Context: an optimization exercise on an open-source flow, tuned for small area, a short achievable clock period and few clock cycles. The choices shown serve that exercise and are no tape-out recipe.
Only simulation tests tie the RTL to the original design; equivalence was not proved.

==> v3 <==
Design kspc_link, start of the top module:
module kspc_link (
    input  wire        clk,
    input  wire        reset,         
    input  wire        cmd_valid,
    output wire        cmd_ready,
    input  wire [23:0] cmd_word,
    output wire        rsp_valid,
    output wire [15:0] rsp_word,
    input  wire        rx_avail,
    input  wire [7:0]  rx_data,
    output wire        rx_pop,
    output wire        tx_valid,
    output wire [7:0]  tx_data,
    input  wire        tx_ready,
    input  wire [31:0] now,
    output wire        connected
);
    localparam [7:0]  SYNC0         = 8'hBE;
    localparam [7:0]  SYNC1         = 8'hEF;
    localparam [7:0]  HANDSHAKE_LEN = 8'd4;
    localparam [7:0]  TELEMETRY_LEN = 8'd64;
    localparam [7:0]  CONTROL_TAG   = 8'h65;
    localparam [7:0]  CONTROL_LEN   = 8'd16;
    localparam [7:0]  HS_M1         = 8'd3;
    localparam [7:0]  HS_M2         = 8'd1;
    localparam [7:0]  HS_M3         = 8'd4;
    localparam [31:0] IDLE_TIMEOUT  = 32'd2000;
    localparam integer TLEN = 64;
    localparam integer CLEN = 16;
    localparam [2:0] SEEK0   = 3'd0;
    localparam [2:0] SEEK1   = 3'd1;
    localparam [2:0] LEN     = 3'd2;
    localparam [2:0] TAG     = 3'd3;
    localparam [2:0] PAYLOAD = 3'd4;
    localparam [2:0] CSUM    = 3'd5;
    localparam [7:0] OP_NOP   = 8'h00;
    localparam [7:0] OP_POLL  = 8'h01;
    localparam [7:0] OP_SENDC = 8'h02;
    localparam [7:0] OP_SENDH = 8'h03;
    localparam [7:0] OP_RST   = 8'h0F;
    localparam [7:0] OP_RDS   = 8'h10;
    localparam [7:0] OP_RDH   = 8'h11;
    localparam [7:0] OP_RDT   = 8'h12;
    localparam [7:0] OP_RDC   = 8'h13;
    localparam [7:0] OP_WRC   = 8'h20;
    localparam [7:0] ST_OK       = 8'h00;
    localparam [7:0] ST_NODATA   = 8'h10;
    localparam [7:0] ST_INCOMPL  = 8'h11;
    localparam [7:0] ST_ACCEPTED = 8'h12;
    localparam [7:0] ST_REJECTED = 8'h13;
    localparam [7:0] ST_ERROR    = 8'hE0;
  ...
Settings: LEC_CHECK=0, CAP_MARGIN=20, CORE_MARGIN=2, CORE_UTILIZATION=60, CTS_BUF_LIST=sky130_fd_sc_hd__clkbuf_16, CTS_CLUSTER_DIAMETER=100, CTS_CLUSTER_SIZE=20, SLEW_MARGIN=20, TNS_END_PERCENT=0; clock period 10.0 ns.
standard.sh (not shown) runs the stock make flow with config.mk's settings and CLKGATE_MAP_FILE= SYNTH_SCRIPT=/design/flow/synth_recipe.tcl, a recipe that flattens the netlist after the stock synthesis.
==> flow/flow/run.sh <==
#!/bin/bash
# Standard ORFS layout (the standard.sh, standard synthesis unchanged),
# with two changes to how the layout is made:
#  - timing repair aims below the design's period: repair_timing works on the
#    worst endpoints until their slack reaches SETUP_SLACK_MARGIN;
#  - every port still gets its own buffer, but a plain buf_4 instead of the
#    default delay-cell buffer, so it can be resized like any other buffer.
set -euo pipefail
export SETUP_SLACK_MARGIN=7
export TNS_END_PERCENT=0
export BUFFER_PORTS_ARGS="-buffer_cell sky130_fd_sc_hd__buf_4"
bash standard.sh finish > make_finish.log 2>&1
==> inputs of v15, as changes to v3 <==
--- a/flow/design.v
+++ b/flow/design.v
@@ -66,13 +66,12 @@
     reg  [5:0]          ra_q;             
     reg                 we_q;             
     reg  [3:0]          wa_q;
     reg  [7:0]          wd_q;
     reg  [2:0]          rx_phase;
     reg  [7:0]          rx_len;
-    reg                 len4, len64;      
     reg  [7:0]          rx_idx;
     reg  [7:0]          rx_csum;
     reg                 popped;           
     reg                 scr_tag;          
     reg                 bv_q;             
     reg  [7:0]          bq;
@@ -177,15 +176,16 @@
             2'd2:    rd_data = tel_rd;
             default: rd_data = ctl_rd;
         endcase
     end
     wire [7:0] b    = rx_data;
     wire       take = pop_q && rx_avail;
-    wire len_match = (b[7:1] == 7'd0) && (b[0] ? len64 : len4);
+    wire len_match = ((b == 8'h00) && (rx_len == HANDSHAKE_LEN)) ||
+                     ((b == 8'h01) && (rx_len == TELEMETRY_LEN));
     wire csum_ok   = (b == rx_csum);
-    wire pay_last  = len64 ? (rx_idx[5:0] == 6'd63) : (rx_idx[1:0] == 2'd3);
+    wire pay_last  = rx_len[6] ? (rx_idx[5:0] == 6'd63) : (rx_idx[1:0] == 2'd3);
     wire in_tag  = (rx_phase == TAG);
     wire in_pay  = (rx_phase == PAYLOAD);
     wire in_csum = (rx_phase == CSUM);
     wire rx_done = in_csum || (in_tag && !len_match);    
     wire rx_acc  = in_csum && csum_ok;
     wire poll_end = pop_q && (!rx_avail || rx_done);    
@@ -290,14 +290,12 @@
                     SEEK1: begin
                         if (b == SYNC1)      rx_phase <= LEN;
                         else if (b != SYNC0) rx_phase <= SEEK0;
                     end
                     LEN: begin
                         rx_len   <= b;
-                        len4     <= (b == HANDSHAKE_LEN);
-                        len64    <= (b == TELEMETRY_LEN);
                         rx_phase <= TAG;
                     end
                     TAG: begin
                         if (len_match) begin
                             rx_idx   <= 8'd1;
                             rx_csum  <= rx_len ^ b;
- CTS_BUF_LIST: sky130_fd_sc_hd__clkbuf_16 -> default
- CTS_CLUSTER_DIAMETER: 100 -> default
- CTS_CLUSTER_SIZE: 20 -> default
==> impl_metrics.env <==
export IMPL_status="timing/DRC/antenna clean"
export IMPL_slowest_stage="or4_4"
export IMPL_ys_ff_latch=1288
export IMPL_place_inst=4060
export IMPL_r2r_start="wa_q[2]"
export IMPL_sequential_cell_total=1288
export IMPL_min_to="scr[1][1]"
export IMPL_slowest_delay_ns=0.56
export IMPL_path_cells="buf_12 > or4_4 > nor4b_4 > o21ai_1 > nand2_2 > a21boi_4 > o21ai_4 > buf_12 > buf_16 > nand2_4 > a21oi_2"
export IMPL_skew_ns=0.03420
export IMPL_grt_usage_pct=32.54
export IMPL_grt_max_degree=191
export IMPL_globalplace_congestion=0.9251
export IMPL_comb_power_share_pct=4.2
export IMPL_crit_end="last_ok[19]"
export IMPL_dp_worst_setup_slack_ns=5.406
The numbers above come from v3.

==> impl_metrics.env <==
export IMPL_status="timing/DRC/antenna clean"
export IMPL_sequential_cell_total=1286
export IMPL_grt_max_degree=195
export IMPL_grt_usage_pct=33.12
export IMPL_min_to="scr[19][6]"
export IMPL_r2r_start="wa_q[0]"
export IMPL_num_nets_final=3291
export IMPL_ys_ff_latch=1286
export IMPL_slowest_delay_ns=0.41
export IMPL_synth_top_family_by_area="compound AO/OA/AOI/OAI gates"
export IMPL_port_buffers=95
export IMPL_comb_power_share_pct=3.6
export IMPL_path_cells="buf_12 > buf_4"
export IMPL_dp_worst_setup_slack_ns=5.395
export IMPL_yosysWarnings=29
export IMPL_crit_end="cmd_ready"
export IMPL_instances_no_fill=4303
The numbers above come from v15.

Testbench counts of v3, summed over its fixed seeds: cycles 352,496.
Testbench counts of v15, summed over its fixed seeds: cycles 352,496.

-- static timing again, ports no longer ideal --
The results above use ideal ports. As a check the final layouts listed here were re-extracted and re-timed, cells and wires unchanged.
Step 1 assumes that a clkbuf_16 drives the clock port and a buf_2 every other input.
Step 2 also shifts input and output timing later by t, the mid clock arrival at the registers, as if the neighbouring blocks saw the same clock.
Slacks: no drivers / after step 1 / after step 2; pairs: no drivers / after step 1.
run	t, ns	slack for setup (ns)	worst setup path at the end	latest minus earliest clock arrival (ns)	cell pins on the clock port's net
v3	0.722	6.660 / 6.634 / 5.954	input to register	0.034 / 0.034	1
v15	0.759	6.596 / 6.527 / 5.880	input to register	0.042 / 0.042	1
After both steps setup and hold are still met in every run listed. For v15, which loses most, drivers alone change the setup slack by -0.069 ns; drivers and shift together by -0.716 ns.
